Source: an optimization exercise on an open RTL-to-GDS flow (aim: small area, a short achievable clock period and few clock cycles). Production flows keep margins and buffers that such runs may drop.
Function was checked by simulation only, so behaviour that the tests miss may differ from the original.
Power and IR drop assume default switching activity.

==> flow/design.v <==
module dcpc (
    input  wire        clk,
    input  wire        rst,      
    input  wire        req,
    input  wire        we,
    input  wire        wide,     
    input  wire [15:0] addr,
    input  wire [31:0] wdata,
    output wire        ack,
    output wire        err,
    output reg  [31:0] rdata
);
    localparam R_OK          = 5'h00;
    localparam R_TRUNC_ETH   = 5'h01;
    localparam R_TRUNC_VLAN  = 5'h02;
    localparam R_TRUNC_PN    = 5'h03;
    localparam R_TRUNC_DCP   = 5'h04;
    localparam R_ADDR_MM     = 5'h05;
    localparam R_PROTO_MM    = 5'h06;
    localparam R_FID_MM      = 5'h07;
    localparam R_DLEN        = 5'h08;
    localparam R_NO_VIEW     = 5'h10;
    localparam R_ILLEGAL     = 5'h11;
    localparam W_RESTART = 2'd0;
    localparam W_WALK    = 2'd1;
    localparam W_PARK    = 2'd2;
    localparam W_READY   = 2'd3;
    localparam J_NAME = 3'd0;
    localparam J_VEND = 3'd1;
    localparam J_ID   = 3'd2;
    localparam J_IP0  = 3'd3;
    localparam J_IP1  = 3'd4;
    localparam J_NONE = 3'd5;
    reg  [7:0]  rx [0:127];
    reg  [7:0]  nm [0:60];           
    reg  [7:0]  vd [0:60];           
    reg  [4:0]  st_res;
    reg         st_valid;
    reg         st_vlan;
    reg         st_ovr;
    reg         view_set;            
    reg         ctrl_en;
    reg  [15:0] exp_fid;
    reg  [47:0] src_mac;
    reg  [47:0] dst_mac;
    reg  [47:0] exp_mac;
    reg  [7:0]  rx_len;
    reg         tx_lenv;             
    reg         tx_flash;            
    reg  [47:0] tx_dst;              
    reg  [47:0] tx_src;              
    reg  [15:0] view_svc;
    reg  [31:0] view_xid;
    reg  [15:0] view_dly;
    reg  [6:0]  view_dlen;           
    reg  [15:0] view_fid;
    reg  [47:0] rx_src;
    reg  [15:0] d_vid;
    reg  [15:0] d_did;
    reg  [7:0]  d_role;
    reg  [31:0] d_ip;
    reg  [31:0] d_mask;
    reg  [31:0] d_gw;
    reg  [15:0] d_ipst;
    reg  [5:0]  d_nlen;
    reg  [5:0]  d_vlen;
    reg  [5:0]  ptr;                 
    reg  [6:0]  rem;                 
    reg  [1:0]  ws;                  
    reg  [5:0]  w_nlen, w_vlen;      
    reg  [5:0]  n_hp, v_hp, id_hp, ip_hp;
    reg         id_p, ip_p;
    reg  [7:0]  w_role;
    reg         w_ovr;
    reg  [2:0]  job;                 
    reg  [2:0]  cnt;
    reg         busy_cp;             
    reg         busy_rd;             
    integer i;
    wire in_regs   = (addr[15:7] == 9'd0);
    wire in_name   = (addr[15:6] == 10'h004) && (addr[5:0] != 6'h3F);
    wire in_vendor = (addr[15:6] == 10'h005) && (addr[5:0] != 6'h3F);
    wire in_rx     = (addr[15:7] == 9'h080);
    wire in_tx     = (addr[15:6] == 10'h200) && (addr[5:0] < 6'd34);
    wire acc_ok  = in_regs ? (wide && addr[1:0] == 2'b00)
                           : ((in_name || in_vendor || in_rx || in_tx) && !wide);
    wire bus_err = !acc_ok;
    wire idle    = !busy_cp && !busy_rd;
    wire take    = req && idle && acc_ok;
    wire reg_wr  = take && we && in_regs;
    wire [4:0] ra = addr[6:2];
    wire cmd_wr  = reg_wr && (ra == 5'd0);
    wire c_enc   = (wdata == 32'd1) || (wdata == 32'd2);
    wire c_val   = (wdata == 32'd3);
    wire c_par   = (wdata == 32'd4);
    wire c_nop   = (wdata == 32'd0);
    wire rx_wr   = take && we && in_rx;
    wire rx_rd   = take && !we && in_rx;
    wire par_req = cmd_wr && c_par && st_valid;
    wire ready   = (ws == W_READY);
    wire par_go  = par_req && ready;
    wire cp_last;
    wire stall   = rx_rd || (par_req && !(ready && cp_last));
    assign ack = req && (busy_rd || (busy_cp && cp_last) || (idle && !stall));
    assign err = req && idle && bus_err;
    wire [3:0] row0 = ptr[5:2] + {3'd0, ptr[1:0] != 2'd0};
    wire [3:0] row1 = ptr[5:2] + {3'd0, ptr[1]};
    wire [3:0] row2 = ptr[5:2] + {3'd0, ptr[1:0] == 2'd3};
    wire [3:0] row3 = ptr[5:2];
    wire [15:0] bk0 = {rx[{row0, 3'd0}], rx[{row0, 3'd1}]};
    wire [15:0] bk1 = {rx[{row1, 3'd2}], rx[{row1, 3'd3}]};
    wire [15:0] bk2 = {rx[{row2, 3'd4}], rx[{row2, 3'd5}]};
    wire [15:0] bk3 = {rx[{row3, 3'd6}], rx[{row3, 3'd7}]};
    reg  [63:0] win;
    always @* begin
        case (ptr[1:0])
            2'd0: win = {bk0, bk1, bk2, bk3};
            2'd1: win = {bk1, bk2, bk3, bk0};
            2'd2: win = {bk2, bk3, bk0, bk1};
            default: win = {bk3, bk0, bk1, bk2};
        endcase
    end
    wire [7:0] w0 = win[63:56];
    wire [7:0] w1 = win[55:48];
    wire [7:0] w2 = win[47:40];
    wire [7:0] w3 = win[39:32];
    wire [7:0] w4 = win[31:24];
    wire [7:0] w5 = win[23:16];
    wire [7:0] w6 = win[15:8];
    wire [7:0] w7 = win[7:0];
    reg [7:0] txb;
    always @* begin
        case (addr[5:0])
            6'd0:  txb = tx_flash ? tx_dst[47:40] : 8'h01;
            6'd1:  txb = tx_flash ? tx_dst[39:32] : 8'h0E;
            6'd2:  txb = tx_flash ? tx_dst[31:24] : 8'hCF;
            6'd3:  txb = tx_flash ? tx_dst[23:16] : 8'h00;
            6'd4:  txb = tx_flash ? tx_dst[15:8]  : 8'h00;
            6'd5:  txb = tx_flash ? tx_dst[7:0]   : 8'h00;
            6'd6:  txb = tx_src[47:40];
            6'd7:  txb = tx_src[39:32];
            6'd8:  txb = tx_src[31:24];
            6'd9:  txb = tx_src[23:16];
            6'd10: txb = tx_src[15:8];
            6'd11: txb = tx_src[7:0];
            6'd12: txb = 8'h88;
            6'd13: txb = 8'h92;
            6'd14: txb = 8'hFE;
            6'd15: txb = tx_flash ? 8'hFD : 8'hFE;
            6'd16: txb = tx_flash ? 8'h04 : 8'h05;
            6'd21: txb = tx_flash ? 8'h02 : 8'h01;
            6'd23: txb = tx_flash ? 8'h00 : 8'h80;
            6'd25: txb = tx_flash ? 8'h08 : 8'h04;
            6'd26: txb = tx_flash ? 8'h05 : 8'hFF;
            6'd27: txb = tx_flash ? 8'h03 : 8'hFF;
            6'd29: txb = tx_flash ? 8'h04 : 8'h00;
            6'd32: txb = 8'h01;
            default: txb = 8'h00;
        endcase
    end
    wire [7:0] nm_rd = (addr[5:0] < d_nlen) ? nm[addr[5:0]] : 8'h00;
    wire [7:0] vd_rd = (addr[5:0] < d_vlen) ? vd[addr[5:0]] : 8'h00;
    reg [31:0] reg_rd;
    always @* begin
        case (ra)
            5'h01: reg_rd = {21'd0, st_ovr, st_vlan, st_valid, 3'd0, st_res};
            5'h02: reg_rd = {31'd0, ctrl_en};
            5'h03: reg_rd = {16'd0, exp_fid};
            5'h04: reg_rd = {16'd0, src_mac[47:32]};
            5'h05: reg_rd = src_mac[31:0];
            5'h06: reg_rd = {16'd0, dst_mac[47:32]};
            5'h07: reg_rd = dst_mac[31:0];
            5'h08: reg_rd = {16'd0, exp_mac[47:32]};
            5'h09: reg_rd = exp_mac[31:0];
            5'h0A: reg_rd = {24'd0, rx_len};
            5'h0B: reg_rd = !tx_lenv ? 32'd0 : tx_flash ? 32'd34 : 32'd30;
            5'h0C: reg_rd = {16'd0, view_svc};
            5'h0D: reg_rd = view_xid;
            5'h0E: reg_rd = {16'd0, view_dly};
            5'h0F: reg_rd = {25'd0, view_dlen};
            5'h10: reg_rd = {27'd0, view_set, view_set, st_vlan, view_set, 1'b0};
            5'h11: reg_rd = {16'd0, view_fid};
            5'h12: reg_rd = {16'd0, rx_src[47:32]};
            5'h13: reg_rd = rx_src[31:0];
            5'h14: reg_rd = {16'd0, d_vid};
            5'h15: reg_rd = {16'd0, d_did};
            5'h16: reg_rd = {24'd0, d_role};
            5'h17: reg_rd = d_ip;
            5'h18: reg_rd = d_mask;
            5'h19: reg_rd = d_gw;
            5'h1A: reg_rd = {16'd0, d_ipst};
            5'h1B: reg_rd = {26'd0, d_nlen};
            5'h1C: reg_rd = {26'd0, d_vlen};
            5'h1D: reg_rd = 32'h0022_0080;
            5'h1E: reg_rd = 32'h0000_0001;
            5'h1F: reg_rd = 32'h0000_0002;
            default: reg_rd = 32'd0;
        endcase
    end
    always @* begin
        rdata = 32'd0;
        if (addr[15])
            rdata[7:0] = txb;
        else if (addr[14])
            rdata[7:0] = addr[0] ? w1 : w0;
        else if (addr[8])
            rdata[7:0] = addr[6] ? vd_rd : nm_rd;
        else
            rdata = reg_rd;
    end
    wire [47:0] v_dst    = {rx[0], rx[1], rx[2], rx[3], rx[4], rx[5]};
    wire [47:0] v_src    = {rx[6], rx[7], rx[8], rx[9], rx[10], rx[11]};
    wire [15:0] v_et     = {rx[12], rx[13]};
    wire [15:0] v_et_in  = {rx[16], rx[17]};
    wire        v_tag    = (v_et == 16'h8100);
    wire [15:0] v_fid    = v_tag ? {rx[18], rx[19]} : {rx[14], rx[15]};
    wire [7:0]  v_sid    = v_tag ? rx[20] : rx[16];
    wire [7:0]  v_styp   = v_tag ? rx[21] : rx[17];
    wire [31:0] v_xid    = v_tag ? {rx[22], rx[23], rx[24], rx[25]}
                                 : {rx[18], rx[19], rx[20], rx[21]};
    wire [15:0] v_dly    = v_tag ? {rx[26], rx[27]} : {rx[22], rx[23]};
    wire [15:0] v_dlen   = v_tag ? {rx[28], rx[29]} : {rx[24], rx[25]};
    wire [7:0]  v_poff   = v_tag ? 8'd30 : 8'd26;
    wire [7:0]  v_avail  = rx_len - v_poff;
    reg  [4:0]  v_result;
    always @* begin
        if (rx_len < 8'd14)
            v_result = R_TRUNC_ETH;
        else if (ctrl_en && v_dst != exp_mac && v_dst != 48'hFFFF_FFFF_FFFF
                 && v_dst != 48'h010E_CF00_0000)
            v_result = R_ADDR_MM;
        else if (v_tag && rx_len < 8'd18)
            v_result = R_TRUNC_VLAN;
        else if ((v_tag ? v_et_in : v_et) != 16'h8892)
            v_result = R_PROTO_MM;
        else if (rx_len < (v_tag ? 8'd20 : 8'd16))
            v_result = R_TRUNC_PN;
        else if (exp_fid != 16'd0 && v_fid != exp_fid)
            v_result = R_FID_MM;
        else if (rx_len < v_poff)
            v_result = R_TRUNC_DCP;
        else if (v_dlen > {8'd0, v_avail})
            v_result = R_DLEN;
        else
            v_result = R_OK;
    end
    wire v_ok = (v_result == R_OK);
    wire [15:0] k_key  = {w0, w1};
    wire [15:0] k_len  = {w2, w3};
    wire        rem_gt4 = (rem > 7'd4);
    wire [7:0]  need8  = 8'd4 + {1'b0, k_len[6:0]} + {7'd0, k_len[0]};
    wire        k_ovr  = (k_len[15:7] != 9'd0) || (need8 > {1'b0, rem});
    wire [7:0]  rem_n  = {1'b0, rem} - need8;
    wire        k_text = (k_len >= 16'd2) && (k_len <= 16'd63);
    wire [2:0] lastc_n = w_nlen[5:3] - {2'd0, w_nlen[2:0] == 3'd0};    
    wire [2:0] lastc_v = w_vlen[5:3] - {2'd0, w_vlen[2:0] == 3'd0};
    wire [2:0] a_ip_j  = ip_p ? J_IP0 : J_NONE;
    wire [2:0] a_id_j  = id_p ? J_ID : a_ip_j;
    wire [5:0] a_id_p  = id_p ? id_hp : ip_hp;
    wire [2:0] a_vd_j  = (w_vlen != 6'd0) ? J_VEND : a_id_j;
    wire [5:0] a_vd_p  = (w_vlen != 6'd0) ? v_hp : a_id_p;
    wire [2:0] a_nm_j  = (w_nlen != 6'd0) ? J_NAME : a_vd_j;
    wire [5:0] a_nm_p  = (w_nlen != 6'd0) ? n_hp : a_vd_p;
    reg [2:0] nj;
    reg [5:0] nptr;
    reg [2:0] ncnt;
    always @* begin
        ncnt = 3'd0;
        nptr = ptr + 6'd4;
        case (job)
            J_NAME: if (cnt != lastc_n) begin
                        nj = J_NAME; ncnt = cnt + 3'd1;
                    end else begin
                        nj = a_vd_j; nptr = a_vd_p;
                    end
            J_VEND: if (cnt != lastc_v) begin
                        nj = J_VEND; ncnt = cnt + 3'd1;
                    end else begin
                        nj = a_id_j; nptr = a_id_p;
                    end
            J_ID:   begin nj = a_ip_j; nptr = ip_hp; end
            J_IP0:  nj = J_IP1;
            default: nj = J_NONE;
        endcase
    end
    assign cp_last = (nj == J_NONE);
    wire cp_act = par_go || busy_cp;
    always @(posedge clk) begin
        if (rx_wr)
            rx[addr[6:0]] <= wdata[7:0];
    end
    always @(posedge clk) begin
        for (i = 0; i < 61; i = i + 1) begin
            if (cp_act && job == J_NAME && cnt == i / 8)
                nm[i] <= win[63 - 8 * (i % 8) -: 8];
            if (cp_act && job == J_VEND && cnt == i / 8)
                vd[i] <= win[63 - 8 * (i % 8) -: 8];
        end
    end
    always @(posedge clk) begin
        case (ws)
            W_RESTART: begin
                ptr    <= st_vlan ? 6'd15 : 6'd13;
                rem    <= view_dlen;
                w_nlen <= 6'd0;
                w_vlen <= 6'd0;
                id_p   <= 1'b0;
                ip_p   <= 1'b0;
                w_role <= 8'd0;
                w_ovr  <= 1'b0;
                ws     <= W_WALK;
            end
            W_WALK: begin
                if (!rem_gt4) begin
                    ws <= W_PARK;
                end else if (k_ovr) begin
                    w_ovr <= 1'b1;
                    ws    <= W_PARK;
                end else begin
                    if (k_key == 16'h0201 && k_text) begin
                        w_vlen <= k_len[5:0] - 6'd2;
                        v_hp   <= ptr + 6'd3;
                    end
                    if (k_key == 16'h0202 && k_text) begin
                        w_nlen <= k_len[5:0] - 6'd2;
                        n_hp   <= ptr + 6'd3;
                    end
                    if (k_key == 16'h0203 && k_len >= 16'd6) begin
                        id_p  <= 1'b1;
                        id_hp <= ptr + 6'd3;
                    end
                    if (k_key == 16'h0204 && k_len >= 16'd3)
                        w_role <= w6;
                    if (k_key == 16'h0102 && k_len >= 16'd14) begin
                        ip_p  <= 1'b1;
                        ip_hp <= ptr + 6'd2;
                    end
                    rem <= rem_n[6:0];
                    ptr <= ptr + need8[6:1];
                    if (rem_n <= 8'd4)
                        ws <= W_PARK;
                end
            end
            W_PARK: begin
                job <= a_nm_j;
                cnt <= 3'd0;
                ptr <= a_nm_p;
                ws  <= W_READY;
            end
            default: ;
        endcase
        if (par_go) begin
            d_vid  <= 16'd0;
            d_did  <= 16'd0;
            d_ip   <= 32'd0;
            d_mask <= 32'd0;
            d_gw   <= 32'd0;
            d_ipst <= 16'd0;
            d_nlen <= w_nlen;
            d_vlen <= w_vlen;
            d_role <= w_role;
            st_ovr <= w_ovr;
            st_res <= R_OK;
        end
        if (cp_act) begin
            case (job)
                J_ID: begin
                    d_vid <= {w0, w1};
                    d_did <= {w2, w3};
                end
                J_IP0: begin
                    d_ipst        <= {w0, w1};
                    d_ip          <= {w2, w3, w4, w5};
                    d_mask[31:16] <= {w6, w7};
                end
                J_IP1: begin
                    d_mask[15:0] <= {w0, w1};
                    d_gw         <= {w2, w3, w4, w5};
                end
                default: ;
            endcase
            job <= nj;
            cnt <= ncnt;
            ptr <= nptr;
            if (cp_last) begin
                busy_cp <= 1'b0;
                ws      <= W_PARK;
            end else begin
                busy_cp <= 1'b1;
            end
        end
        busy_rd <= rx_rd;
        if (rx_rd) begin
            ptr <= addr[6:1];
            ws  <= W_RESTART;
        end
        if (reg_wr) begin
            case (ra)
                5'h02: ctrl_en <= wdata[0];
                5'h03: exp_fid <= wdata[15:0];
                5'h04: src_mac[47:32] <= wdata[15:0];
                5'h05: src_mac[31:0]  <= wdata;
                5'h06: dst_mac[47:32] <= wdata[15:0];
                5'h07: dst_mac[31:0]  <= wdata;
                5'h08: exp_mac[47:32] <= wdata[15:0];
                5'h09: exp_mac[31:0]  <= wdata;
                5'h0A: begin
                    rx_len   <= (wdata > 32'd128) ? 8'd128 : wdata[7:0];
                    st_valid <= 1'b0;
                end
                default: ;
            endcase
        end
        if (rx_wr)
            st_valid <= 1'b0;
        if (cmd_wr) begin
            if (c_enc) begin
                tx_flash <= (wdata == 32'd2);
                tx_src   <= src_mac;
                if (wdata == 32'd2)
                    tx_dst <= dst_mac;
                tx_lenv  <= 1'b1;
                st_res   <= R_OK;
            end else if (c_val) begin
                st_res    <= v_result;
                view_svc  <= v_ok ? {v_styp, v_sid} : 16'd0;
                view_xid  <= v_ok ? v_xid : 32'd0;
                view_dly  <= v_ok ? v_dly : 16'd0;
                view_dlen <= v_ok ? v_dlen[6:0] : 7'd0;
                view_fid  <= v_ok ? v_fid : 16'd0;
                rx_src    <= v_ok ? v_src : 48'd0;
                st_vlan   <= v_ok && v_tag;
                view_set  <= v_ok;
                st_valid  <= v_ok;
                ws        <= W_RESTART;
            end else if (c_par) begin
                if (!st_valid)
                    st_res <= R_NO_VIEW;
            end else if (!c_nop) begin
                st_res <= R_ILLEGAL;
            end
        end
        if (rst) begin
            st_res   <= R_OK;
            st_valid <= 1'b0;
            st_vlan  <= 1'b0;
            st_ovr   <= 1'b0;
            view_set <= 1'b0;
            ctrl_en  <= 1'b0;
            exp_fid  <= 16'd0;
            src_mac  <= 48'd0;
            dst_mac  <= 48'd0;
            exp_mac  <= 48'd0;
            rx_len   <= 8'd0;
            tx_lenv  <= 1'b0;
            view_svc <= 16'd0;
            view_xid <= 32'd0;
            view_dly <= 16'd0;
            view_dlen <= 7'd0;
            view_fid <= 16'd0;
            rx_src   <= 48'd0;
            d_vid    <= 16'd0;
            d_did    <= 16'd0;
            d_role   <= 8'd0;
            d_ip     <= 32'd0;
            d_mask   <= 32'd0;
            d_gw     <= 32'd0;
            d_ipst   <= 16'd0;
            d_nlen   <= 6'd0;
            d_vlen   <= 6'd0;
            busy_cp  <= 1'b0;
            busy_rd  <= 1'b0;
            ws       <= W_RESTART;
        end
    end
endmodule
==> flow/run.sh <==
#!/bin/bash
# synth_recipe.tcl (not shown) runs the flow's synth.tcl, then flattens the netlist and writes it again
# the make line also repeats each setting of config.mk as NAME=value (left out here)
make -C /OpenROAD-flow-scripts/flow DESIGN_CONFIG=/design/flow/config.mk WORK_HOME=/design/flow/orfs CLKGATE_MAP_FILE= SYNTH_SCRIPT=/design/flow/synth_recipe.tcl finish
==> flow/config.mk <==
export PLATFORM = sky130hd
export DESIGN_NAME = dcpc
export DESIGN_NICKNAME = dcpc
export VERILOG_FILES = /design/flow/design.v
export SDC_FILE = /design/flow/constraint.sdc
export NUM_CORES = 4
export LEC_CHECK = 0
export CAP_MARGIN = 20
export CORE_MARGIN = 2
export CORE_UTILIZATION = 40
export PLACE_DENSITY = 0.6
export SETUP_SLACK_MARGIN = 4.0
export SLEW_MARGIN = 20
==> flow/constraint.sdc <==
create_clock -name core_clock -period 10.0 [get_ports {clk}]
set_input_delay 2.0000 -clock core_clock [delete_from_list [all_inputs] [get_ports {clk}]]
set_output_delay 2.0000 -clock core_clock [all_outputs]
set_load 0.01 [all_outputs]
==> Implementation_results.wiki, run 1 <==
{| class="wikitable"
! Metric !! Value
|-
| Result of the run || complete, no violations
|-
| Number of distinct library cells after synthesis || slightly below 100
|-
| TritonCTS clock tree || done
|-
| Clock share of power || 23.1%
|-
| Wire length per cell || slightly above 40 um
|-
| Post-synth design cell area || 0.107 mm^2
|-
| Yosys Warn Count || 3
|-
| DIE WIDTH || about 520 um
|-
| Final nets || 8114
|-
| Chip Height || 522 um
|-
| Critical path start-end classification || reg2reg
|-
| Worst ir drop on vdd || 0.444 mV
|-
| Final hold violation count || 0
|-
| Share of total power consumed by net switching || about two fifths
|-
| Primary flip-flop cell chosen by synthesis mapping || sky130_fd_sc_hd__edfxtp_1
|-
| Fin util || 49.0%
|-
| Total of max-cap violations || 0
|-
| Final max-slew violation count || 0
|-
| Die Footprint || about 0.27 mm^2
|-
| CTS hold repair buffers || 0
|-
| Remaining global-route overflow || 0
|-
| Static Leakage || approximately 43 nW
|-
| Number of DRC markers after the initial detailed-route iteration || 15737
|-
| Clock-pin transition on the worst setup and hold timing paths || 0.06 ns
|-
| Largest stage delay, worst path || roughly 0.69 ns
|-
| Number of instances in the synthesized netlist || 7334
|-
| Slew at the pin closest to its max-slew limit || about 1.3 ns
|-
| Final period util || 74.3%
|-
| Number of buffers created by CTS || slightly below 300
|-
| FP Rows || 190
|-
| Flops & latches, synth || 2649
|-
| DRT Pass-1 Iters || 13
|-
| Part of the total power dissipated in sequential elements || 31.5%
|-
| Buffer cell driving the clock tree root || sky130_fd_sc_hd__clkbuf_16
|-
| Total routing usage reported by global routing || 34.6%
|-
| Setup repair after global routing missed its margin || true
|-
| Cell with the biggest individual delay on the critical path || sky130_fd_sc_hd__mux4_2
|-
| Via count of the first global-routing pass || 74515
|-
| Largest net degree at the start of global routing || around 120
|-
| Count of pins on the block boundary || 87
|-
| Sequential-to-total area share from yosys stat || 69.7%
|-
| Net switching power of the design || 18.1 mW
|-
| Cell Int Power || 27.0 mW
|-
| Fraction of layout instances using a drive strength above 1 || 23.8%
|-
| Kind of cell with the highest combined delay on the critical path || buffers and inverters
|-
| Crit path buf inv count || 28
|-
| Placeable core region || 0.267 mm^2
|-
| Clock skew || 0.0836 ns
|-
| CP Data Required Time || approximately 11 ns
|-
| Buffers from clock root to sink, at most || 4
|-
| Cell with the most instances on the worst path || sky130_fd_sc_hd__buf_6
|-
| Total negative setup slack || 0 ns
|-
| Area delta synth->final || 22.1%
|-
| Power share of the combinational group || 45.4%
|-
| Highest-count cells in the layout ignoring fill and taps || 2163 x sky130_fd_sc_hd__edfxtp_1, 755 x sky130_fd_sc_hd__nand2_1, 520 x sky130_fd_sc_hd__buf_4
|-
| Total wirelength of the detailed-routed design || ~480000 um
|-
| Pwr/cell area || 345 mW/mm^2
|-
| Port Buffer Count || 86
|-
| Kind of path behind the tightest hold check || reg2reg
|-
| Shortest clock period the worst path allows after layout || 7.43 ns
|-
| Most frequent standard cell in the layout excluding fill and tap cells || sky130_fd_sc_hd__edfxtp_1
|-
| Vias post-DR || 79518
|-
| Half-perimeter wire length after detailed placement || between 300000 and 400000 um
|-
| Endpoint arrival time on the critical path || 7.98 ns
|-
| Antenna violations before repair || 40
|-
| Category of the worst setup path capture point || register
|-
| Mean Syn Cell Area || 14.6 um^2
|-
| Number of clock sinks seen by CTS || 2649
|-
| Via density per instance || 6.75
|-
| H-tree depth || 5
|-
| Synthesized netlist net count || between 7000 and 8000
|-
| Type of origin of the critical path || register
|-
| Worst slew margin relative to its limit || between 10 and 15%
|-
| Global placement routability congestion || approximately 1.0
|-
| Maximum fanout along the worst path || 6
|-
| Async SR Flop Fraction || 0%
|-
| Tot Pwr || 45.1 mW
|-
| Number of flops mapped to enable cells by yosys || ~2200
|-
| Clock network latency to the later pin of the worst-skew pair || a little over 0.9 ns
|-
| Setup-violating endpoint count in the final report || 0
|-
| First-pass GRT wire length || ~640000 um
|-
| Number of design rule violations left after detail routing || 0
|-
| Initial core utilization || about two fifths
|-
| Fmax || between 100 and 150 MHz
|-
| Post-route antenna net violation count || 0
|}
## cell type report
cell class | instances | area [um^2]
Fill cell | 22529 | 136000
Sequential cell | 2649 | 74700
Multi-Input combinational cell | 4140 | 33600
Timing Repair Buffer | 835 | 8670
Clock buffer | 372 | 7730
Tap cell | 3552 | 4440
Clock inverter | 135 | 1270
Inverter | 79 | 334
Antenna cell | 24 | 60.1
## cell families (layout without fill, tap and decap cells)
kind of cell | count (synthesis) | count (layout) | share of synthesized area [%]
xor gates and xnor gates | 101 | 101 | 0.893
DFF | 2649 | 2649 | 69.7
muxes | 491 | 491 | 7.88
buffers and inverters | 550 | 1421 | 2.08
and+or+nand+nor | 1856 | 1861 | 7.88
other | 0 | 24 | 0
adders and majority gates | 66 | 66 | 0.785
AOI/OAI and AO/OA | 1621 | 1621 | 10.8
## state kept, by name, indices dropped and copies added (netlist names), 8 cells and up, named ones only
signal	flops
d_mask	32
d_vid	16
nm	488
d_role	8
view_fid	16
view_xid	32
w_role	8
src_mac	48
vd	488
d_ipst	16
d_did	16
exp_fid	16
d_ip	32
view_dly	16
rx_src	48
tx_src	48
exp_mac	48
rx	1024
dst_mac	48
rx_len	8
d_gw	32
view_svc	16
tx_dst	48
## worst paths after layout
| kind | startpoint | slack [ns] | end | depth (start not counted) |
|---|---|---|---|---|
| setup reg to reg | ptr[1] | 2.57 | v_hp[3] | 38 |
| hold / removal | d_role[2] | 0.46 | d_role[2] | 2 |
| setup / recovery | ptr[1] | 2.57 | v_hp[3] | 38 |
| hold reg to reg | d_role[2] | 0.46 | d_role[2] | 2 |
## power groups by stage
stage / registers [mW] / clock network, mW / logic [mW]
global placement: 14.5 / 0 / 15.0
CTS: 14.2 / 10.4 / 18.3
finish: 14.2 / 10.4 / 20.5
global route: 14.2 / 10.8 / 20.4
detailed placement: 14.5 / 0 / 15.2
floorplan: 14.4 / 0 / 7.50
## repair_timing
action                                  4_1_cts  5_1_grt
endpoints found under the setup margin     2294      273
gates cloned                                 16        6
buffers inserted                            343       72
pin swaps                                   145       86
gates resized for setup                     662      136
## worst register-to-register path, delay by kind of cell, from the launching register on
kind | cells | cell delay (ns)
AOI/OAI and AO/OA | 3 | 1.33
adders and majority gates | 2 | 0.61
buffers and inverters | 28 | 2.90
DFF | 1 | 0.48
muxes | 2 | 1.25
and+or+nand+nor | 3 | 0.55
## metrics by stage
stage	std cells	hold WS, ns	cell area [um^2]	setup slack (ns)
2_1_floorplan	7334	0.415	108000	3.89
3_3_place_gp	10813	0.435	115000	1.00
3_5_place_dp	10817	0.444	115000	0.923
4_1_cts	11683	0.450	129000	2.92
5_1_grt	11763	0.476	131000	2.57
6_report	11786	0.458	131000	2.57
## metal layers
metal / vias up / global-route usage (%) / wire length [um]
li1: 30495 / - / -
met1: 40018 / 43.3 / 166000
met2: 7202 / 50.8 / 208000
met3: 1785 / 10.0 / 64400
met4: 18 / 26.0 / 45600
met5: - / 0 / 190
## Yosys cell counts, types with 8 or more instances
cell type,instances,share of area [%]
sky130_fd_sc_hd__a22oi_1,336,2.4
sky130_fd_sc_hd__and3_1,39,0.23
sky130_fd_sc_hd__a31oi_1,59,0.34
sky130_fd_sc_hd__nand2b_1,34,0.20
sky130_fd_sc_hd__mux2_2,24,0.25
sky130_fd_sc_hd__a21oi_1,420,2.0
sky130_fd_sc_hd__o211ai_1,13,0.091
sky130_fd_sc_hd__o21ai_0,91,0.42
sky130_fd_sc_hd__xnor2_1,22,0.18
sky130_fd_sc_hd__nor3_1,88,0.41
sky130_fd_sc_hd__clkbuf_1,377,1.3
sky130_fd_sc_hd__xor2_1,72,0.59
sky130_fd_sc_hd__ha_1,64,0.75
sky130_fd_sc_hd__nand4_1,139,0.81
sky130_fd_sc_hd__o22ai_1,16,0.093
sky130_fd_sc_hd__nand2_1,775,2.7
sky130_fd_sc_hd__inv_1,69,0.24
sky130_fd_sc_hd__edfxtp_1,2163,61
sky130_fd_sc_hd__or3_1,13,0.076
sky130_fd_sc_hd__a21o_1,21,0.15
sky130_fd_sc_hd__a22o_1,236,1.9
sky130_fd_sc_hd__nor2_1,379,1.3
sky130_fd_sc_hd__mux2i_1,188,1.8
sky130_fd_sc_hd__a221o_1,11,0.10
sky130_fd_sc_hd__and2_1,18,0.11
sky130_fd_sc_hd__mux4_2,277,5.8
sky130_fd_sc_hd__o21ai_1,46,0.21
sky130_fd_sc_hd__a221oi_1,182,1.5
sky130_fd_sc_hd__buf_1,31,0.11
sky130_fd_sc_hd__nand3_1,214,1.0
sky130_fd_sc_hd__dfxtp_1,486,9.1
sky130_fd_sc_hd__a211oi_1,10,0.070
sky130_fd_sc_hd__nor2b_1,30,0.18
sky130_fd_sc_hd__nor4_1,77,0.45
sky130_fd_sc_hd__o221ai_1,9,0.074
sky130_fd_sc_hd__buf_2,50,0.23
sky130_fd_sc_hd__a222oi_1,86,0.80
sky130_fd_sc_hd__o21a_1,14,0.098
sky130_fd_sc_hd__o41ai_1,8,0.065
sky130_fd_sc_hd__or4_1,10,0.070
Testbench counts, summed over its fixed seeds: cycles 26,721.
==> run 2, diff against run 1 <==
--- a/flow/config.mk
+++ b/flow/config.mk
@@ -9,5 +9,4 @@
 export CORE_MARGIN = 2
 export CORE_UTILIZATION = 40
 export PLACE_DENSITY = 0.6
-export SETUP_SLACK_MARGIN = 4.0
 export SLEW_MARGIN = 20
==> run 2 against run 1 <==
  * Synthesized area unchanged
  * Register-to-register slack worse by 0.69 ns
  * Worst hold slack got worse by 0.0065 ns
  * Critical path depth fell by 24
  * Critical endpoint is now rdata[7]
  * Highest routed layer unchanged
==> Implementation_results.wiki, run 2 <==
{| class="wikitable"
! Metric !! Value
|-
| Worst slew margin relative to its limit || 10.9%
|-
| Chip Height || 522 um
|-
| Synthesized netlist net count || 7453
|-
| Endpoint arrival time on the critical path || slightly below 8 ns
|-
| Clock skew || 0.0508 ns
|-
| Async SR Flop Fraction || 0%
|-
| Sequential-to-total area share from yosys stat || a little over two thirds
|-
| Setup repair after global routing missed its margin || false
|-
| Final period util || 98.0%
|-
| Dpl ws || 0.997 ns
|-
| Number of instances in the placed design || about 11000
|-
| Total routing usage reported by global routing || 32.2%
|-
| Number of instances in the synthesized netlist || between 7000 and 8000
|-
| Largest cells by area after synthesis || sky130_fd_sc_hd__edfxtp_1 61%, sky130_fd_sc_hd__dfxtp_1 9.1%, sky130_fd_sc_hd__mux4_2 5.8%
|-
| Number of DRC markers after the initial detailed-route iteration || 14775
|-
| Count of cells along the worst hold path || 2
|-
| TritonCTS clock tree || done
|-
| Count of pins on the block boundary || slightly below 90
|-
| Vias post-DR || 76242
|-
| Clock network latency to the later pin of the worst-skew pair || 0.89 ns
|-
| H-tree depth || 5
|-
| Port Buffer Count || 86
|-
| Number of buffers created by CTS || 283
|-
| Area delta synth->final || 14.9%
|-
| Worst ir drop on vdd || 0.407 mV
|-
| Final max-slew violation count || 0
|-
| Static Leakage || 39.5 nW
|-
| Final hold violation count || 0
|-
| Slew at the pin closest to its max-slew limit || 1.33 ns
|-
| Non-Filler Instances || 11297
|-
| Final Worst Setup Slack || 0.196 ns
|-
| Kind of path behind the tightest hold check || reg2reg
|-
| Via count of the first global-routing pass || roughly 70000
|-
| Kind of cell with the highest combined delay on the critical path || multiplexers
|-
| Antenna violations before repair || 40
|-
| Initial core utilization || about two fifths
|-
| Most frequent cell after synthesis || sky130_fd_sc_hd__edfxtp_1
|-
| Reg-to-reg setup timing slack || between 1.5 and 2 ns
|-
| Area occupied by multi-input gates || 0.0313 mm^2
|-
| Largest net degree at the start of global routing || ~190
|-
| Sequential cell area || 0.0747 mm^2
|-
| Number of clock sinks seen by CTS || 2649
|-
| Total negative setup slack || 0 ns
|-
| Post-synth design cell area || 0.107 mm^2
|-
| Buffer cell driving the clock tree root || sky130_fd_sc_hd__clkbuf_16
|-
| Number of design rule violations left after detail routing || 0
|-
| Cell Chain, Critical Path || inv_1 -> ha_2 -> clkinv_1 -> ha_4 -> ha_4 -> buf_4 -> mux4_2 -> mux4_2 -> a222oi_1 -> mux2i_2 -> buf_4 -> mux2i_1 -> o221ai_1 -> clkdlybuf4s50_1
|-
| Die Footprint || between 0.2 and 0.3 mm^2
|-
| Flops & latches, synth || 2649
|-
| Highest-count cells in the layout ignoring fill and taps || 2163 x sky130_fd_sc_hd__edfxtp_1, 772 x sky130_fd_sc_hd__nand2_1, 483 x sky130_fd_sc_hd__dfxtp_1
|-
| Half-perimeter wire length after detailed placement || slightly below 300000 um
|-
| Most area-hungry cell type in the Yosys netlist || sky130_fd_sc_hd__edfxtp_1
|-
| Number of distinct library cells after synthesis || 97
|-
| Wire length on met1 || 158000 um
|-
| Type of origin of the critical path || register
|-
| Flip-flop count of the largest register, all copies and words added || a little over 1000
|-
| FP Rows || 190
|-
| CP Data Required Time || 8.00 ns
|-
| Result of the run || complete, no violations
|-
| Global placement routability congestion || 1.04
|-
| First-pass GRT wire length || 603000 um
|-
| Total wirelength of the detailed-routed design || roughly 450000 um
|-
| Wire length on met3 || 62600 um
|-
| Number of flops mapped to enable cells by yosys || 2163
|-
| Mean Syn Cell Area || 14.6 um^2
|-
| Filler cell count in the final layout || ~23000
|-
| Post-route worst hold slack || 0.452 ns
|-
| Largest stage delay, worst path || 0.88 ns
|-
| Primary flip-flop cell chosen by synthesis mapping || sky130_fd_sc_hd__edfxtp_1
|-
| DRT Pass-1 Iters || 14
|-
| Shortest clock period the worst path allows after layout || 9.80 ns
|-
| Post-route antenna net violation count || 0
|-
| Max layer used || met5
|-
| Depth of the most critical reg-to-reg path || 24
|-
| Final nets || 7636
|-
| Buffers from clock root to sink, at most || 4
|-
| Clock-pin transition on the worst setup and hold timing paths || 0.06 ns
|-
| Wire length per cell || 39.9 um
|-
| Maximum fanout along the worst path || 37
|-
| Crit path buf inv count || 5
|-
| Total of max-cap violations || 0
|-
| CTS hold repair buffers || 0
|-
| Placeable core region || 0.267 mm^2
|-
| Setup-violating endpoint count in the final report || 0
|-
| Category of the worst setup path capture point || primary output
|-
| Remaining global-route overflow || 0
|-
| Most frequent standard cell in the layout excluding fill and tap cells || sky130_fd_sc_hd__edfxtp_1
|-
| Yosys Warn Count || 3
|-
| Pwr/cell area || between 300 and 400 mW/mm^2
|-
| DIE WIDTH || 522 um
|-
| Wire length on met2 || 192000 um
|-
| Critical path start-end classification || reg2out
|-
| Share of the synthesized area in the top cell type || 60.6%
|-
| Fraction of layout instances using a drive strength above 1 || between 10% and 20%
|-
| Fmax || a little over 100 MHz
|-
| Total stage count of the critical path || 14
|-
| Most frequent cells after synthesis || 2163 x sky130_fd_sc_hd__edfxtp_1, 775 x sky130_fd_sc_hd__nand2_1, 486 x sky130_fd_sc_hd__dfxtp_1, 420 x sky130_fd_sc_hd__a21oi_1, 379 x sky130_fd_sc_hd__nor2_1
|-
| Cell with the biggest individual delay on the critical path || sky130_fd_sc_hd__mux2i_1
|-
| Via density per instance || 6.75
|}
-- run 2: changes by cell type in the layout (fill, tap and decap cells not counted), sizes merged, moves of 5 or more --
cell           before  now
clkinvlp           11    6
dlygate4sd2        11    0
clkinv            103   93
buf               783  297
bufinv             14   31
clkbuf            377  363
clkdlybuf4s50      24   72
diode              24   14
bufbuf              9    0
-- run 2: final cells by class --
class / instances / area share (%)
antenna: 14 / 0.0284
clock buffer: 363 / 6.25
clock inverter: 136 / 1.25
inverter: 79 / 0.243
multi-input combinational: 4135 / 25.4
sequential: 2649 / 60.6
tap: 3552 / 3.61
timing repair buffer: 369 / 2.58
-- run 2: kinds of logic (layout without fill, tap and decap cells) --
| family | after synthesis | after routing | synth area share, % |
|---|---|---|---|
| flip-flops | 2649 | 2649 | 69.7 |
| XOR/XNOR | 101 | 101 | 0.893 |
| AO/OA/AOI/OAI | 1621 | 1621 | 10.8 |
| multiplexers | 491 | 491 | 7.88 |
| buffers and inverters | 550 | 947 | 2.08 |
| AND/OR/NAND/NOR | 1856 | 1856 | 7.88 |
| other | 0 | 14 | 0 |
| adder cells (fa/ha/maj) | 66 | 66 | 0.785 |
-- run 2: final timing paths --
kind,start,endpoint
hold reg to reg,view_xid[30],view_xid[30]
setup / recovery,ptr[1],rdata[7]
hold / removal,view_xid[30],view_xid[30]
setup reg to reg,ptr[0],w_nlen[1]
-- run 2: timing repair --
action / CTS / global route
resized for setup: 0 / 0
setup endpoints to repair: 0 / 1
buffers inserted: 0 / 2
-- run 2: layer usage --
layer  track usage (%)  up-vias
met5                 0        -
li1                  -    29490
met2              47.2     6595
met4              21.4       18
met1              41.3    38619
met3              9.83     1520
-- run 2: power by group --
part,internal (mW),total [mW],switching [mW],leakage [nW]
clock,6.26,10.7,4.43,4.52
combinational,4.29,16.2,11.9,11.3
sequential,14.1,14.2,0.140,23.7
total,24.6,41.1,16.5,39.5
-- run 2: per-stage QoR --
stage / power, mW / util [%] / instance area [um^2]
floorplan: 21.6 / - / 107000
global placement: 29.5 / 42.5 / 114000
detailed placement: 29.7 / 42.6 / 114000
CTS: 40.2 / 46.0 / 123000
global route: 41.4 / 46.1 / 123000
finish: 41.1 / 46.1 / 123000
-- run 2: worst reg2reg max path: cells and delay by family, from the launching register on --
family,cells,cell delay (ns)
AND/OR/NAND/NOR,5,1.18
flip-flops,1,0.55
adder cells (fa/ha/maj),5,1.87
buffers and inverters,4,0.81
multiplexers,2,0.81
AO/OA/AOI/OAI,7,2.32
XOR/XNOR,1,0.25
==> run 3, diff against run 2 <==
--- a/flow/design.v
+++ b/flow/design.v
@@ -76,6 +76,7 @@
     reg  [2:0]  cnt;
     reg         busy_cp;             
     reg         busy_rd;             
+    reg         busy_rd2;            
     integer i;
     wire in_regs   = (addr[15:7] == 9'd0);
     wire in_name   = (addr[15:6] == 10'h004) && (addr[5:0] != 6'h3F);
@@ -85,7 +86,7 @@
     wire acc_ok  = in_regs ? (wide && addr[1:0] == 2'b00)
                            : ((in_name || in_vendor || in_rx || in_tx) && !wide);
     wire bus_err = !acc_ok;
-    wire idle    = !busy_cp && !busy_rd;
+    wire idle    = !busy_cp && !busy_rd && !busy_rd2;
     wire take    = req && idle && acc_ok;
     wire reg_wr  = take && we && in_regs;
     wire [4:0] ra = addr[6:2];
@@ -101,7 +102,7 @@
     wire par_go  = par_req && ready;
     wire cp_last;
     wire stall   = rx_rd || (par_req && !(ready && cp_last));
-    assign ack = req && (busy_rd || (busy_cp && cp_last) || (idle && !stall));
+    assign ack = req && (busy_rd2 || (busy_cp && cp_last) || (idle && !stall));
     assign err = req && idle && bus_err;
     wire [3:0] row0 = ptr[5:2] + {3'd0, ptr[1:0] != 2'd0};
     wire [3:0] row1 = ptr[5:2] + {3'd0, ptr[1]};
@@ -202,7 +203,7 @@
         if (addr[15])
             rdata[7:0] = txb;
         else if (addr[14])
-            rdata[7:0] = addr[0] ? w1 : w0;
+            rdata[7:0] = w_role;        
         else if (addr[8])
             rdata[7:0] = addr[6] ? vd_rd : nm_rd;
         else
@@ -298,7 +299,7 @@
         end
     end
     always @(posedge clk) begin
-        case (ws)
+        if (!busy_rd && !busy_rd2) case (ws)
             W_RESTART: begin
                 ptr    <= st_vlan ? 6'd15 : 6'd13;
                 rem    <= view_dlen;
@@ -389,7 +390,10 @@
                 busy_cp <= 1'b1;
             end
         end
-        busy_rd <= rx_rd;
+        busy_rd  <= rx_rd;
+        busy_rd2 <= busy_rd;
+        if (busy_rd)
+            w_role <= addr[0] ? w1 : w0;
         if (rx_rd) begin
             ptr <= addr[6:1];
             ws  <= W_RESTART;
@@ -470,6 +474,7 @@
             d_vlen   <= 6'd0;
             busy_cp  <= 1'b0;
             busy_rd  <= 1'b0;
+            busy_rd2 <= 1'b0;
             ws       <= W_RESTART;
         end
     end
--- a/flow/config.mk
+++ b/flow/config.mk
@@ -9,4 +9,5 @@
 export CORE_MARGIN = 2
 export CORE_UTILIZATION = 40
 export PLACE_DENSITY = 0.6
+export SETUP_SLACK_MARGIN = 4.0
 export SLEW_MARGIN = 20
==> run 3 against run 2 <==
  * Clock power barely moved
  * Largest cell class unchanged
  * Sequential share of layout area fell by 3.8 points
  * Sequential power about the same
  * First-iteration DRC count up 6.5%
  * Final area rose by 6.8%
  * Still clean on timing, DRC and antenna
  * Critical endpoint is now rdata[6]
==> Implementation_results.wiki, run 3 <==
{| class="wikitable"
! Metric !! Value
|-
| Clock network latency to the later pin of the worst-skew pair || about 0.91 ns
|-
| Final nets || 8446
|-
| Area delta synth->final || 21.4%
|-
| Post-route antenna net violation count || 0
|-
| Share of the synthesized area in the top cell type || between 50% and 60%
|-
| FP Rows || around 190
|-
| Non-Filler Instances || 12138
|-
| Setup-violating endpoint count in the final report || 0
|-
| Number of distinct library cells after synthesis || slightly above 100
|-
| Async SR Flop Fraction || 0%
|-
| Most frequent cell after synthesis || sky130_fd_sc_hd__edfxtp_1
|-
| Via count of the first global-routing pass || 75393
|-
| Buffers from clock root to sink, at most || 4
|-
| Vias post-DR || ~82000
|-
| Antenna violations before repair || 53
|-
| Number of instances in the placed design || 11206
|-
| Largest net degree at the start of global routing || 98
|-
| Total routing usage reported by global routing || 34.1%
|-
| Static Leakage || 43.5 nW
|-
| Endpoint arrival time on the critical path || 5.35 ns
|-
| Post-synth design cell area || roughly 0.11 mm^2
|-
| Cell with the most instances on the worst path || sky130_fd_sc_hd__buf_6
|-
| Largest stage delay, worst path || between 0.5 and 0.6 ns
|-
| TritonCTS clock tree || done
|-
| Cell with the biggest individual delay on the critical path || sky130_fd_sc_hd__or4b_4
|-
| GR Layer Usage met2 || 50.2%
|-
| Synthesized netlist net count || 7836
|-
| DIE WIDTH || 525 um
|-
| Buffer cell driving the clock tree root || sky130_fd_sc_hd__clkbuf_16
|-
| Most frequent cells after synthesis || 2163 x sky130_fd_sc_hd__edfxtp_1, 854 x sky130_fd_sc_hd__nand2_1, 619 x sky130_fd_sc_hd__a22oi_1, 487 x sky130_fd_sc_hd__dfxtp_1, 477 x sky130_fd_sc_hd__nor2_1
|-
| First-pass GRT wire length || 647000 um
|-
| Most frequent standard cell in the layout excluding fill and tap cells || sky130_fd_sc_hd__edfxtp_1
|-
| Category of the worst setup path capture point || primary output
|-
| Global routing usage on met1 || 42.0%
|-
| Mean Syn Cell Area || 14.0 um^2
|-
| Flip-flop count of the largest register, all copies and words added || around 1000
|-
| Total negative setup slack || 0 ns
|-
| Pwr/cell area || 343 mW/mm^2
|-
| Fraction of layout instances using a drive strength above 1 || 22.7%
|-
| Number of flops mapped to enable cells by yosys || 2163
|-
| CP Data Required Time || 8.00 ns
|-
| Filler cell count in the final layout || 22786
|-
| Global placement routability congestion || 1.02
|-
| Worst ir drop on vdd || 0.530 mV
|-
| Shortest clock period the worst path allows after layout || ~7.3 ns
|-
| Primary flip-flop cell chosen by synthesis mapping || sky130_fd_sc_hd__edfxtp_1
|-
| Worst slew margin relative to its limit || 9.41%
|-
| Maximum fanout along the worst path || 7
|-
| Die Footprint || roughly 0.28 mm^2
|-
| Sequential-to-total area share from yosys stat || 68.9%
|-
| Final Worst Setup Slack || 2.65 ns
|-
| Final period util || 73.5%
|-
| Yosys Warn Count || 3
|-
| Placeable core region || 0.270 mm^2
|-
| Kind of path behind the tightest hold check || reg2reg
|-
| Number of design rule violations left after detail routing || 0
|-
| Depth of the most critical reg-to-reg path || 20
|-
| Dpl ws || around 0.9 ns
|-
| Clock-pin transition on the worst setup and hold timing paths || 0.07 ns
|-
| Clock skew || around 0.047 ns
|-
| Chip Height || 525 um
|-
| Type of origin of the critical path || primary input
|-
| Total wirelength of the detailed-routed design || 487000 um
|-
| Flops & latches, synth || 2650
|-
| Total of max-cap violations || 0
|-
| Final hold violation count || 0
|-
| Fmax || 136 MHz
|-
| Most area-hungry cell type in the Yosys netlist || sky130_fd_sc_hd__edfxtp_1
|-
| Count of pins on the block boundary || between 80 and 90
|-
| Largest cells by area after synthesis || sky130_fd_sc_hd__edfxtp_1 60%, sky130_fd_sc_hd__dfxtp_1 9.0%, sky130_fd_sc_hd__mux4_2 4.5%
|-
| Number of buffers created by CTS || 285
|-
| Number of clock sinks seen by CTS || 2650
|-
| Startpoint of the most critical register-to-register path || ptr[0]
|-
| Setup repair after global routing missed its margin || true
|-
| Number of instances in the synthesized netlist || 7716
|-
| Highest-count cells in the layout ignoring fill and taps || 2163 x sky130_fd_sc_hd__edfxtp_1, 841 x sky130_fd_sc_hd__nand2_1, 586 x sky130_fd_sc_hd__a22oi_1
|-
| Reg-to-reg setup timing slack || slightly above 4 ns
|-
| H-tree depth || 5
|-
| Count of cells along the worst hold path || 0
|-
| Half-perimeter wire length after detailed placement || about 320000 um
|-
| DRT Pass-1 Iters || 10
|-
| Wire length per cell || 40.2 um
|-
| Startpoint of the most critical setup path || addr[3]
|-
| Critical path start-end classification || in2out
|-
| Via density per instance || 6.75
|-
| Remaining global-route overflow || 0
|-
| Slew at the pin closest to its max-slew limit || 1.33 ns
|-
| Start point of the worst min-delay path || src_mac[4]
|-
| Fin util || 48.7%
|-
| Initial core utilization || between 40% and 50%
|-
| Number of DRC markers after the initial detailed-route iteration || approximately 16000
|-
| Result of the run || complete, no violations
|-
| Final max-slew violation count || 0
|-
| Port Buffer Count || 86
|-
| Met3 Resource Use GR || 10.3%
|-
| Layer carrying the most global-route usage || met2
|-
| Cell Chain, Critical Path || buf_16 -> buf_6 -> buf_6 -> or4b_4 -> buf_6 -> buf_6 -> nor2_4 -> buf_6 -> buf_12 -> buf_8 -> a22oi_2 -> nand2_1 -> nor4_2 -> nand4_1 -> a32oi_2 -> o22ai_2 -> mux2i_2 -> o21ai_2 -> buf_6 -> buf_6
|}
==> run 3: path summary, 6_finish.rpt <==
check | end
min reg2reg | tx_src[4]
min | tx_src[4]
max | rdata[6]
max reg2reg | w_vlen[1]
==> run 3: cell families (layout without fill, tap and decap cells) <==
| family | after synthesis | in the layout | share of synthesized area [%] |
|---|---|---|---|
| xor+xnor | 104 | 106 | 0.930 |
| other cells | 0 | 20 | 0 |
| mux | 547 | 547 | 7.59 |
| fa+ha+maj | 67 | 67 | 0.787 |
| buf+inv | 579 | 1399 | 2.26 |
| compound gates | 1728 | 1728 | 11.0 |
| flops | 2650 | 2650 | 68.9 |
| simple gates | 2041 | 2051 | 8.53 |
==> run 3: report_power, final <==
group	internal [mW]	switching (mW)
clock network	6.34	4.52
logic	5.85	14.0
registers	14.3	0.204
total	26.5	18.7
==> run 3: timing repair <==
action / in CTS / in global routing
buffers inserted: 317 / 63
endpoints found under the setup margin: 2187 / 298
pin swaps: 173 / 121
cloned: 14 / 6
gates resized for setup: 724 / 141
hold buffers: 0 / 0
==> run 3: critical path, delay by kind of cell <==
| family | cells | cell delay (ns) |
|---|---|---|
| AOI/OAI and AO/OA | 4 | 0.72 |
| muxes | 1 | 0.12 |
| and+or+nand+nor | 5 | 1.22 |
| buffers and inverters | 10 | 1.26 |
==> run 3: routing by layer <==
layer / share of wire (%) / vias up
met5: 0.081 / -
li1: - / 31502
met3: 14 / 2056
met4: 9.8 / 24
met1: 34 / 40624
met2: 42 / 7709
==> run 3: layout make-up <==
cell class | instances | area, um^2 | area share (%)
clock inverters | 140 | 1510 | 1.15
well taps | 3570 | 4470 | 3.40
inverters | 83 | 352 | 0.267
repair buffers | 806 | 8020 | 6.09
repair inverters | 1 | 6.26 | 0.00476
flip-flops and latches | 2650 | 74700 | 56.8
multi-input cells | 4499 | 34500 | 26.2
diodes | 20 | 50.0 | 0.0380
clock buffers | 369 | 7960 | 6.05
==> run 3: through the flow <==
step           hold slack, ns  power [mW]  cell area, um^2
2_1_floorplan           0.424        22.7           109000
3_3_place_gp            0.441        31.3           115000
3_5_place_dp            0.443        31.4           115000
4_1_cts                 0.455        43.4           130000
5_1_grt                 0.464        45.4           132000
6_report                0.451        45.2           132000
Testbench counts of run 3, summed over its fixed seeds: cycles 26,721.
==> run 4, diff against run 3 <==
--- a/flow/design.v
+++ b/flow/design.v
@@ -8,7 +8,7 @@
     input  wire [31:0] wdata,
     output wire        ack,
     output wire        err,
-    output reg  [31:0] rdata
+    output wire [31:0] rdata
 );
     localparam R_OK          = 5'h00;
     localparam R_TRUNC_ETH   = 5'h01;
@@ -77,6 +77,10 @@
     reg         busy_cp;             
     reg         busy_rd;             
     reg         busy_rd2;            
+    reg  [9:0]  pa;                  
+    reg  [31:0] rd_q;
+    reg         rd_fresh;
+    reg         rd_wait;             
     integer i;
     wire in_regs   = (addr[15:7] == 9'd0);
     wire in_name   = (addr[15:6] == 10'h004) && (addr[5:0] != 6'h3F);
@@ -86,7 +90,7 @@
     wire acc_ok  = in_regs ? (wide && addr[1:0] == 2'b00)
                            : ((in_name || in_vendor || in_rx || in_tx) && !wide);
     wire bus_err = !acc_ok;
-    wire idle    = !busy_cp && !busy_rd && !busy_rd2;
+    wire idle    = !busy_cp && !busy_rd && !busy_rd2 && !rd_wait;
     wire take    = req && idle && acc_ok;
     wire reg_wr  = take && we && in_regs;
     wire [4:0] ra = addr[6:2];
@@ -100,10 +104,15 @@
     wire par_req = cmd_wr && c_par && st_valid;
     wire ready   = (ws == W_READY);
     wire par_go  = par_req && ready;
+    wire [9:0] a_key = {addr[15], addr[14], addr[8], addr[6:0]};
+    wire rd_hit  = rd_fresh && (a_key == pa);
+    wire rd_miss = req && idle && !we && !rd_hit;   
+    wire rd_adv  = rd_wait || (req && idle && !we && rd_hit);
     wire cp_last;
-    wire stall   = rx_rd || (par_req && !(ready && cp_last));
-    assign ack = req && (busy_rd2 || (busy_cp && cp_last) || (idle && !stall));
-    assign err = req && idle && bus_err;
+    wire par_stall = we && wide && (addr == 16'd0) && c_par && st_valid && !(ready && cp_last);
+    assign ack = req && (rd_wait || busy_rd2 || (busy_cp && cp_last)
+                         || (idle && !(!we && !rd_hit) && !par_stall));
+    assign err = req && (idle || rd_wait) && bus_err;
     wire [3:0] row0 = ptr[5:2] + {3'd0, ptr[1:0] != 2'd0};
     wire [3:0] row1 = ptr[5:2] + {3'd0, ptr[1]};
     wire [3:0] row2 = ptr[5:2] + {3'd0, ptr[1:0] == 2'd3};
@@ -129,9 +138,14 @@
     wire [7:0] w5 = win[23:16];
     wire [7:0] w6 = win[15:8];
     wire [7:0] w7 = win[7:0];
+    wire [4:0] pa_ri = pa[6:2] + 5'd1;
+    wire [5:0] pa_wi = pa[5:0] + 6'd1;
+    wire [9:0] pa_seq = (pa[9] || pa[8] || pa[7]) ? {pa[9:6], pa_wi} : {pa[9:7], pa_ri, pa[1:0]};
+    wire st_chg;
+    wire [9:0] sa = rd_miss ? a_key : rd_adv ? pa_seq : st_chg ? 10'h004 : pa;
     reg [7:0] txb;
     always @* begin
-        case (addr[5:0])
+        case (sa[5:0])
             6'd0:  txb = tx_flash ? tx_dst[47:40] : 8'h01;
             6'd1:  txb = tx_flash ? tx_dst[39:32] : 8'h0E;
             6'd2:  txb = tx_flash ? tx_dst[31:24] : 8'hCF;
@@ -159,11 +173,11 @@
             default: txb = 8'h00;
         endcase
     end
-    wire [7:0] nm_rd = (addr[5:0] < d_nlen) ? nm[addr[5:0]] : 8'h00;
-    wire [7:0] vd_rd = (addr[5:0] < d_vlen) ? vd[addr[5:0]] : 8'h00;
+    wire [7:0] nm_rd = (sa[5:0] < d_nlen) ? nm[sa[5:0]] : 8'h00;
+    wire [7:0] vd_rd = (sa[5:0] < d_vlen) ? vd[sa[5:0]] : 8'h00;
     reg [31:0] reg_rd;
     always @* begin
-        case (ra)
+        case (sa[6:2])
             5'h01: reg_rd = {21'd0, st_ovr, st_vlan, st_valid, 3'd0, st_res};
             5'h02: reg_rd = {31'd0, ctrl_en};
             5'h03: reg_rd = {16'd0, exp_fid};
@@ -198,17 +212,21 @@
             default: reg_rd = 32'd0;
         endcase
     end
+    reg [31:0] rd_n;
     always @* begin
-        rdata = 32'd0;
-        if (addr[15])
-            rdata[7:0] = txb;
-        else if (addr[14])
-            rdata[7:0] = w_role;        
-        else if (addr[8])
-            rdata[7:0] = addr[6] ? vd_rd : nm_rd;
+        rd_n = 32'd0;
+        if (sa[9])
+            rd_n[7:0] = txb;
+        else if (sa[7])
+            rd_n[7:0] = sa[6] ? vd_rd : nm_rd;
         else
-            rdata = reg_rd;
+            rd_n = reg_rd;
+        if (busy_rd)                         
+            rd_n = {24'd0, addr[0] ? w1 : w0};
+        if (st_chg)                          
+            rd_n = {21'd0, st_ovr_n, st_vlan_n, st_valid_n, 3'd0, st_res_n};
     end
+    assign rdata = rd_q;
     wire [47:0] v_dst    = {rx[0], rx[1], rx[2], rx[3], rx[4], rx[5]};
     wire [47:0] v_src    = {rx[6], rx[7], rx[8], rx[9], rx[10], rx[11]};
     wire [15:0] v_et     = {rx[12], rx[13]};
@@ -286,6 +304,48 @@
     end
     assign cp_last = (nj == J_NONE);
     wire cp_act = par_go || busy_cp;
+    reg [4:0] st_res_n;
+    reg       st_valid_n, st_vlan_n, st_ovr_n;
+    always @* begin
+        st_res_n   = st_res;
+        st_valid_n = st_valid;
+        st_vlan_n  = st_vlan;
+        st_ovr_n   = st_ovr;
+        if (par_go) begin
+            st_ovr_n = w_ovr;
+            st_res_n = R_OK;
+        end
+        if ((reg_wr && ra == 5'h0A) || rx_wr)
+            st_valid_n = 1'b0;
+        if (cmd_wr) begin
+            if (c_enc) begin
+                st_res_n = R_OK;
+            end else if (c_val) begin
+                st_res_n   = v_result;
+                st_vlan_n  = v_ok && v_tag;
+                st_valid_n = v_ok;
+            end else if (c_par) begin
+                if (!st_valid)
+                    st_res_n = R_NO_VIEW;
+            end else if (!c_nop) begin
+                st_res_n = R_ILLEGAL;
+            end
+        end
+    end
+    assign st_chg = (take && we) || busy_cp;    
+    always @(posedge clk) begin
+        if (rst) begin
+            st_res   <= R_OK;
+            st_valid <= 1'b0;
+            st_vlan  <= 1'b0;
+            st_ovr   <= 1'b0;
+        end else begin
+            st_res   <= st_res_n;
+            st_valid <= st_valid_n;
+            st_vlan  <= st_vlan_n;
+            st_ovr   <= st_ovr_n;
+        end
+    end
     always @(posedge clk) begin
         if (rx_wr)
             rx[addr[6:0]] <= wdata[7:0];
@@ -360,8 +420,6 @@
             d_nlen <= w_nlen;
             d_vlen <= w_vlen;
             d_role <= w_role;
-            st_ovr <= w_ovr;
-            st_res <= R_OK;
         end
         if (cp_act) begin
             case (job)
@@ -392,8 +450,10 @@
         end
         busy_rd  <= rx_rd;
         busy_rd2 <= busy_rd;
-        if (busy_rd)
-            w_role <= addr[0] ? w1 : w0;
+        pa       <= sa;
+        rd_q     <= rd_n;
+        rd_fresh <= !busy_rd && !(sa[8] && !sa[9]);
+        rd_wait  <= rd_miss && !rx_rd;
         if (rx_rd) begin
             ptr <= addr[6:1];
             ws  <= W_RESTART;
@@ -408,15 +468,10 @@
                 5'h07: dst_mac[31:0]  <= wdata;
                 5'h08: exp_mac[47:32] <= wdata[15:0];
                 5'h09: exp_mac[31:0]  <= wdata;
-                5'h0A: begin
-                    rx_len   <= (wdata > 32'd128) ? 8'd128 : wdata[7:0];
-                    st_valid <= 1'b0;
-                end
+                5'h0A: rx_len <= (wdata > 32'd128) ? 8'd128 : wdata[7:0];
                 default: ;
             endcase
         end
-        if (rx_wr)
-            st_valid <= 1'b0;
         if (cmd_wr) begin
             if (c_enc) begin
                 tx_flash <= (wdata == 32'd2);
@@ -424,31 +479,18 @@
                 if (wdata == 32'd2)
                     tx_dst <= dst_mac;
                 tx_lenv  <= 1'b1;
-                st_res   <= R_OK;
             end else if (c_val) begin
-                st_res    <= v_result;
                 view_svc  <= v_ok ? {v_styp, v_sid} : 16'd0;
                 view_xid  <= v_ok ? v_xid : 32'd0;
                 view_dly  <= v_ok ? v_dly : 16'd0;
                 view_dlen <= v_ok ? v_dlen[6:0] : 7'd0;
                 view_fid  <= v_ok ? v_fid : 16'd0;
                 rx_src    <= v_ok ? v_src : 48'd0;
-                st_vlan   <= v_ok && v_tag;
                 view_set  <= v_ok;
-                st_valid  <= v_ok;
                 ws        <= W_RESTART;
-            end else if (c_par) begin
-                if (!st_valid)
-                    st_res <= R_NO_VIEW;
-            end else if (!c_nop) begin
-                st_res <= R_ILLEGAL;
             end
         end
         if (rst) begin
-            st_res   <= R_OK;
-            st_valid <= 1'b0;
-            st_vlan  <= 1'b0;
-            st_ovr   <= 1'b0;
             view_set <= 1'b0;
             ctrl_en  <= 1'b0;
             exp_fid  <= 16'd0;
@@ -475,6 +517,8 @@
             busy_cp  <= 1'b0;
             busy_rd  <= 1'b0;
             busy_rd2 <= 1'b0;
+            rd_fresh <= 1'b0;
+            rd_wait  <= 1'b0;
             ws       <= W_RESTART;
         end
     end
==> run 4 against run 3 <==
  * Synthesized area increased by 1.5%
  * Count of clock-buffer cells in the layout decreased by 5
  * Combinational power increased by 3%
  * Clock power about the same
  * Clock skew decreased by 0.0029 ns
  * Worst setup slack improved by 1.3 ns
  * Die area increased by 1.5%
  * Synthesized cell count increased by 2.2%
  * Maximum frequency increased by 21%
  * Critical path type unchanged
  * Flip-flop and latch count increased by 44
  * Critical path depth decreased by 11
  * First-iteration DRC count increased by 7.9%
==> Implementation_results.wiki, run 4 <==
{| class="wikitable"
! Metric !! Value
|-
| Flops & latches, synth || 2694
|-
| DIE WIDTH || ~530 um
|-
| Number of buffers created by CTS || 291
|-
| Final design instance area without fill || 0.131 mm^2
|-
| Endpoint arrival time on the critical path || 4.09 ns
|-
| Category of the worst setup path capture point || primary output
|-
| Count of pins on the block boundary || 87
|-
| Post-synth design cell area || 0.110 mm^2
|-
| Total negative setup slack || 0 ns
|-
| Primary flip-flop cell chosen by synthesis mapping || sky130_fd_sc_hd__edfxtp_1
|-
| H-tree depth || 5
|-
| Chip Height || 529 um
|-
| Reg-to-reg setup timing slack || just under 4 ns
|-
| CP Data Required Time || 8.00 ns
|-
| Die Footprint || ~0.28 mm^2
|-
| Result of the run || complete, no violations
|-
| TritonCTS clock tree || done
|-
| Setup-violating endpoint count in the final report || 0
|-
| Number of clock sinks seen by CTS || approximately 2700
|-
| Sequential-to-total area share from yosys stat || 68.7%
|-
| Kind of path behind the tightest hold check || reg2reg
|-
| Terminating pin of the worst hold path || d_role[7]
|-
| Number of DRC markers after the initial detailed-route iteration || between 15000 and 20000
|-
| Final max-slew violation count || 0
|-
| Area delta synth->final || 19.3%
|-
| Startpoint of the most critical setup path || wdata[13]
|-
| Type of origin of the critical path || primary input
|-
| Total wirelength of the detailed-routed design || 495000 um
|-
| Shortest clock period the worst path allows after layout || 6.09 ns
|-
| Via count of the first global-routing pass || 76532
|-
| Final hold violation count || 0
|-
| Synthesized netlist net count || about 8000
|-
| Initial core utilization || 40.2%
|-
| Flip-flop count of the largest register, all copies and words added || 1024
|-
| Buffer cell driving the clock tree root || sky130_fd_sc_hd__clkbuf_16
|-
| First-pass GRT wire length || 659000 um
|-
| Non-Filler Instances || 12180
|-
| Port Buffer Count || 86
|-
| Slew at the pin closest to its max-slew limit || around 1.4 ns
|-
| Largest cells by area after synthesis || sky130_fd_sc_hd__edfxtp_1 59%, sky130_fd_sc_hd__dfxtp_1 9.7%, sky130_fd_sc_hd__mux4_2 6.5%
|-
| Maximum fanout along the worst path || 8
|-
| Total routing usage reported by global routing || 34.4%
|-
| Setup repair after global routing missed its margin || true
|-
| Half-perimeter wire length after detailed placement || 326000 um
|-
| Area post-placement || about 0.12 mm^2
|-
| Placeable core region || about 0.27 mm^2
|-
| Tot Pwr || 45.9 mW
|-
| Clock skew || 0.0445 ns
|-
| Antenna violations before repair || 56
|-
| FP Rows || 192
|-
| Buffers from clock root to sink, at most || 4
|-
| Final period util || just over 60%
|-
| Start point of the worst min-delay path || d_role[7]
|-
| Worst ir drop on vdd || 0.452 mV
|-
| DRT Pass-1 Iters || 11
|-
| Number of flops mapped to enable cells by yosys || roughly 2200
|-
| Most frequent cell after synthesis || sky130_fd_sc_hd__edfxtp_1
|-
| Critical path start-end classification || in2out
|-
| Global placement routability congestion || 1.04
|-
| Pwr/cell area || 349 mW/mm^2
|-
| Number of distinct library cells after synthesis || 94
|-
| Largest net degree at the start of global routing || ~160
|-
| Endpoint of the lowest-slack register-to-register path || id_hp[4]
|-
| Fraction of layout instances using a drive strength above 1 || 21.5%
|-
| Yosys Warn Count || 3
|-
| Depth of the most critical reg-to-reg path || 18
|-
| Fmax || 164 MHz
|-
| Vias post-DR || 82405
|-
| Via density per instance || 6.77
|-
| Async SR Flop Fraction || 0%
|-
| Clock-pin transition on the worst setup and hold timing paths || about 0.050 ns
|}
run 4: changes by cell type in the layout (fill, tap and decap cells not counted), sizes merged, moves of 73 or more:
cell	change
nor2	+87
buf	-199
a22oi	-150
o21ai	-73
nand2	+160
mux2i	-257
a21oi	+115
mux4	+105
run 4: repair_timing:
| action | CTS | global route |
|---|---|---|
| hold endpoints to repair | 0 | 0 |
| cloned | 8 | 7 |
| buffers inserted | 144 | 81 |
| setup endpoints to repair | 1889 | 466 |
| gates resized for setup | 342 | 227 |
| pin swaps | 79 | 73 |
run 4: cell families (layout without fill, tap and decap cells):
group                      after synthesis  in the layout  synth area share, %
buffers and inverters                  599           1256                 2.21
other                                    0             42                    0
DFF                                   2694           2694                 68.7
AOI/OAI and AO/OA                     1710           1710                 10.8
adders and majority gates               70             70                0.810
and+or+nand+nor                       2302           2307                 9.26
muxes                                  390            390                 7.23
xor gates and xnor gates               122            122                0.971
run 4: area by class of cell:
| cell class | instances | area [um^2] |
|---|---|---|
| antenna | 42 | 105 |
| inverter | 81 | 390 |
| tap | 3589 | 4490 |
| multi-input combinational | 4599 | 35000 |
| clock inverter | 159 | 1640 |
| clock buffer | 364 | 7840 |
| timing repair buffer | 652 | 6230 |
| fill | 23242 | 142000 |
| sequential | 2694 | 75600 |
run 4: where the power goes:
part	switching (mW)	leakage [nW]	internal (mW)	total [mW]
clock network	4.61	4.60	6.31	10.9
logic	14.3	14.0	6.13	20.4
registers	0.205	24.0	14.3	14.5
run 4: worst max path at each step:
stage | end | slack, ns | depth (start not counted)
after floorplan | v_hp[0] | 3.99 | 25
after global placement | rd_q[6] | 1.09 | 17
after detailed placement | rd_q[6] | 1.08 | 17
after CTS | ack | 3.79 | 13
after global routing | ack | 3.84 | 10
final | ack | 3.91 | 9
run 4: through the flow:
step / setup WS (ns) / hold WS [ns]
global route: 3.84 / 0.476
global placement: 1.09 / 0.441
floorplan: 3.99 / 0.426
CTS: 3.79 / 0.453
detailed placement: 1.08 / 0.439
finish: 3.91 / 0.454
run 4: per-layer routing:
metal | part of all wire [%] | routed length [um] | up-vias | track usage, %
met4 | 9.4 | 46800 | 32 | 25.8
met2 | 43 | 214000 | 7513 | 51.1
met5 | 0.071 | 354 | - | 0.381
li1 | - | - | 31807 | -
met1 | 34 | 168000 | 41058 | 42.4
met3 | 13 | 65800 | 1995 | 10.1
run 4: critical path, cell delays in order:
cell and delay, ns:
sky130_fd_sc_hd__clkdlybuf4s15_2 0.33, sky130_fd_sc_hd__nor4_4 0.33, sky130_fd_sc_hd__nand2_4 0.16, sky130_fd_sc_hd__nor3_4 0.21, sky130_fd_sc_hd__and2_4 0.20, sky130_fd_sc_hd__and3_4 0.24, sky130_fd_sc_hd__a41oi_1 0.12, sky130_fd_sc_hd__o41a_1 0.32
sky130_fd_sc_hd__buf_4 0.16
Testbench counts of run 4, summed over its fixed seeds: cycles 27,585.

==> separate check: timing with driven ports <==
Ports are ideal in the flow. The routed layouts listed here were re-timed in OpenROAD. Step 1, drivers: a clkbuf_16 drives clk and a buf_2 each remaining input, both assumed. Step 2 adds t to the input delays and takes it off the output delays; t is the mean of the earliest and latest rising clock arrival at the registers after step 1. Input paths then give back, and output paths get back, about the clock's delay inside the block. Slacks: ideal / step 1 / step 2; pairs: ideal / step 1.
run | t (ns) | slack for setup (ns) | hold WS [ns] | pins driven straight from the clock port
run 1 | 0.978 | 2.569 / 2.558 / 2.569 | 0.458 / 0.458 / 0.458 | 1
run 2 | 0.957 | 0.196 / 0.102 / 0.678 | 0.452 / 0.452 / 0.452 | 1
run 3 | 0.975 | 2.650 / 2.439 / 2.439 | 0.451 / 0.451 / 0.451 | 1
run 4 | 0.970 | 3.914 / 3.893 / 2.985 | 0.454 / 0.454 / 0.454 | 1
After both steps every run listed still meets setup and hold. The setup slack of run 4, which loses most, moves by -0.021 ns with the drivers and by -0.929 ns with both steps.
